Context: an optimization exercise on an open-source flow, tuned for small area, a short achievable clock period and few clock cycles. The choices shown serve that exercise and are no tape-out recipe.
Function was checked by simulation only, so behaviour that the tests miss may differ from the original.

## run A
==> flow/design.v (excerpt) <==
module qfu (
    input  wire        clk,
    input  wire        rst,           
    input  wire        host_valid,
    input  wire        host_we,
    input  wire [4:0]  host_addr,
    input  wire [31:0] host_wdata,
    output wire        host_ready,
    output reg  [31:0] host_rdata,
    output wire        mem_req,
    output wire        mem_we,
    output wire [15:0] mem_addr,
    output wire [15:0] mem_wdata,
    input  wire        mem_ready,
    input  wire [15:0] mem_rdata
);
    localparam [7:0] OP_LDI      = 8'h01,
                     OP_HI       = 8'h02,
                     OP_LO       = 8'h03,
                     OP_PACK     = 8'h04,
                     OP_CVT_N    = 8'h10,
                     OP_CVT_S    = 8'h11,
                     OP_CVT_1516 = 8'h12,
                     OP_CVT_Q15  = 8'h13,
                     OP_CVT_Q16  = 8'h14,
                     OP_ABS      = 8'h20,
                     OP_M1515    = 8'h21,
                     OP_M1516    = 8'h22,
                     OP_M151616  = 8'h23,
                     OP_M1616    = 8'h24,
                     OP_M3216    = 8'h25,
                     OP_M32U16   = 8'h26,
                     OP_M161616  = 8'h27,
                     OP_M1616U16 = 8'h28,
                     OP_M16161616= 8'h29,
                     OP_VMUL     = 8'h2A,
                     OP_DIV      = 8'h2B,
                     OP_INTERP   = 8'h30,
                     OP_LUT      = 8'h31,
                     OP_SIN      = 8'h40;
    localparam [2:0] S_IDLE = 3'd0,
                     S_EX   = 3'd1,    
                     S_DIV  = 3'd2,
                     S_VRD  = 3'd3,
  ...
Settings: LEC_CHECK=0, ABC_AREA=1, CAP_MARGIN=20, CORE_MARGIN=2, CORE_UTILIZATION=40, PLACE_DENSITY=0.6, SETUP_SLACK_MARGIN=5, SLEW_MARGIN=20, SYNTH_MEMORY_MAX_BITS=8192; clock period 14.0 ns.
run.sh (not shown) runs the stock make flow with config.mk's settings and CLKGATE_MAP_FILE= SYNTH_SCRIPT=/design/flow/synth_recipe.tcl, a recipe that flattens the netlist after the stock synthesis.
Testbench counts of run A, summed over its fixed seeds: cycles 10,962.
Relative to run A, the following input files were edited for run B:
- a change of PLACE_DENSITY from 0.6 to 0.65
- a change of CORE_UTILIZATION from 40 to 50
- an added CTS_BUF_LIST of sky130_fd_sc_hd__clkbuf_8
## What came out
Compared with run A, run B ends up with a smaller final cell area.
The core of run B is more densely filled than that of run A.
Taking run A as the reference, in run B overall die area lost about 20%, wire length lost 2.2%, count of clock-buffer cells in the layout picked up an extra 25%, area occupied by multi-input gates neither gained nor lost much.
The following lists how run C was set up differently from run B:
- a change of CORE_UTILIZATION from 50 to 40
- a change of PLACE_DENSITY from 0.65 to 0.6
==> run notes <==
- Comparing run B and run C, the lower die area was measured on run B.
- Compared with run B, total placed cells including tap cells in run C increased by a few percent.
- Cell row count delta for run C relative to run B: 14 higher
--- input diff run C..run D ---
- PLACE_DENSITY now 0.62, was 0.6
- CORE_UTILIZATION now 45, was 40
Results
- Compared with run C, run D shows a higher data arrival time at the worst-slack endpoint.
- Looking at row count, run D sits 7 below run C.
- Sequential portion of the cell area of run C is on par with run D.
- Clock-cell share of area (run D over run C): decrease, 0.18 points
- Re delay of the slowest cell on the worst path: run C was lower than run D.
- Diff run D..run C | fraction of area in multi-input gates | negligible
- Setup slack: run D less than run C
- The clock period minus final worst setup slack in run D sits 0.014 ns above the value recorded for run C.
- Reg2reg setup slack in run D is 0.03 ns higher than in run C

* * *

== v8 ==
Another version of the RTL of qfu (not shown whole).
For scale: roughly 7,100 cells after synthesis, about 700 flip-flops, about 54,000 um^2 of cells after synthesis.
==> flow/design.v (excerpt) <==
module qfu (
    input  wire        clk,
    input  wire        rst,           
    input  wire        host_valid,
    input  wire        host_we,
    input  wire [4:0]  host_addr,
    input  wire [31:0] host_wdata,
    output wire        host_ready,
    output reg  [31:0] host_rdata,
    output wire        mem_req,
    output wire        mem_we,
    output wire [15:0] mem_addr,
    output wire [15:0] mem_wdata,
    input  wire        mem_ready,
    input  wire [15:0] mem_rdata
);
    localparam [7:0] OP_LDI      = 8'h01,
                     OP_HI       = 8'h02,
                     OP_LO       = 8'h03,
                     OP_PACK     = 8'h04,
                     OP_CVT_N    = 8'h10,
                     OP_CVT_S    = 8'h11,
                     OP_CVT_1516 = 8'h12,
                     OP_CVT_Q15  = 8'h13,
                     OP_CVT_Q16  = 8'h14,
                     OP_ABS      = 8'h20,
                     OP_M1515    = 8'h21,
                     OP_M1516    = 8'h22,
                     OP_M151616  = 8'h23,
                     OP_M1616    = 8'h24,
                     OP_M3216    = 8'h25,
                     OP_M32U16   = 8'h26,
                     OP_M161616  = 8'h27,
                     OP_M1616U16 = 8'h28,
                     OP_M16161616= 8'h29,
                     OP_VMUL     = 8'h2A,
                     OP_DIV      = 8'h2B,
                     OP_INTERP   = 8'h30,
                     OP_LUT      = 8'h31,
                     OP_SIN      = 8'h40;
    localparam [2:0] S_IDLE = 3'd0,
                     S_EX   = 3'd1,    
                     S_DIV  = 3'd2,
                     S_VRD  = 3'd3,
                     S_VWR  = 3'd4,
                     S_LRD1 = 3'd5,
                     S_LRD2 = 3'd6;
    reg  [2:0]  state;
    reg  [1:0]  ph;
    reg         ill;
    reg  [31:0] cmd;
    reg  [511:0] rf;       
    reg  [16:0] dreg;      
    reg  [31:0] treg;      
    reg  [15:0] rrem;      
    reg  [15:0] cnt;       
    reg  [3:0]  pa, pb;      
    reg         x_dreg, x_hi, x_sgn, x_mem;
    reg         y_dreg, y_lo8, y_sgn, y_lw, y_w;
    reg         z_fin, z_int, z_sin, z_full, z_hi, z_128;
    function [31:0] rf_word(input [511:0] v, input [3:0] a);
  ...
clock: 14.0 ns
lec_check: 0
abc_area: 1
cap_margin: 20
core_margin: 2
core_utilization: 50
cts_buf_list: sky130_fd_sc_hd__clkbuf_8
place_density: 0.65
setup_slack_margin: 5
slew_margin: 20
synth_memory_max_bits: 8192
v8: all stages complete, timing, DRC and antenna checks passed
Testbench counts of v8, summed over its fixed seeds: cycles 10,736.
Input-level comparison between v30 and v8:
- swapping 0.65 for 0.6 in PLACE_DENSITY
- swapping 50 for 40 in CORE_UTILIZATION
Results
- v30 finished every stage and its layout cleared the timing, design-rule and antenna checks.
- Between v8 and v30, clock-cell share of area is higher for v8, v30 comes in under that.
- In the tables for v8 and v30, via count of the first global-routing pass reads higher with v30.
- Going from v8 to v30, portion of the clock cycle consumed by the worst path in the final layout grows by 0.77 points.
- Relative to v8, the met1 usage in global routing of v30 is lower by 8.0 points.
- Summary of v30 over v8: total wirelength of the detailed-routed design now larger, clock buffer count in the final layout now larger, number of fillers in the final layout now larger.
Here is what was changed in the inputs of v45 compared with v30.
- a change of PLACE_DENSITY from 0.6 to 0.62
- a change of CORE_UTILIZATION from 40 to 45
Findings:
For v30 and v45, there was not a single run that failed to finish clean. Summary — area added between synthesis and finish, v45 relative to v30: lower, by 1.3 points. Diff v30 -> v45 | die area | decrease of 15,000 um^2. Diff v45..v30 | residual DRC count | unchanged. For v30, the critical path endpoint was rf[481], unlike v45, where it was rf[138].

[re-timing with driven ports]
How much do the figures lean on ideal ports? The routed layouts below were timed once more, with nothing changed but the port constraints. Step 1 assumes that a clkbuf_16 drives the clock port and a buf_2 every other input. Step 2 times the ports against the registers' clock, not the clock port: input delays grow and output delays shrink by t, the midpoint of the rising clock arrivals with the driver on. Three values: no drivers, after step 1, after step 2; two values: the first two.
run | shift t [ns] | setup WS [ns] | latest minus earliest clock arrival (ns)
run A | 0.754 | 4.980 / 4.942 / 4.403 | 0.090 / 0.089
run B | 0.889 | 5.029 / 4.964 / 4.279 | 0.085 / 0.085
run C | 0.938 | 4.998 / 4.939 / 4.244 | 0.087 / 0.087
run D | 0.914 | 4.984 / 4.963 / 4.194 | 0.076 / 0.076
v8 | 0.869 | 5.134 / 5.072 / 4.297 | 0.097 / 0.097
v30 | 0.915 | 5.026 / 4.975 / 4.162 | 0.053 / 0.053
v45 | 0.902 | 5.052 / 4.997 / 4.202 | 0.073 / 0.073
After both steps setup and hold are still met in every run listed. For v30, which loses most, drivers alone change the setup slack by -0.051 ns; drivers and shift together by -0.864 ns.
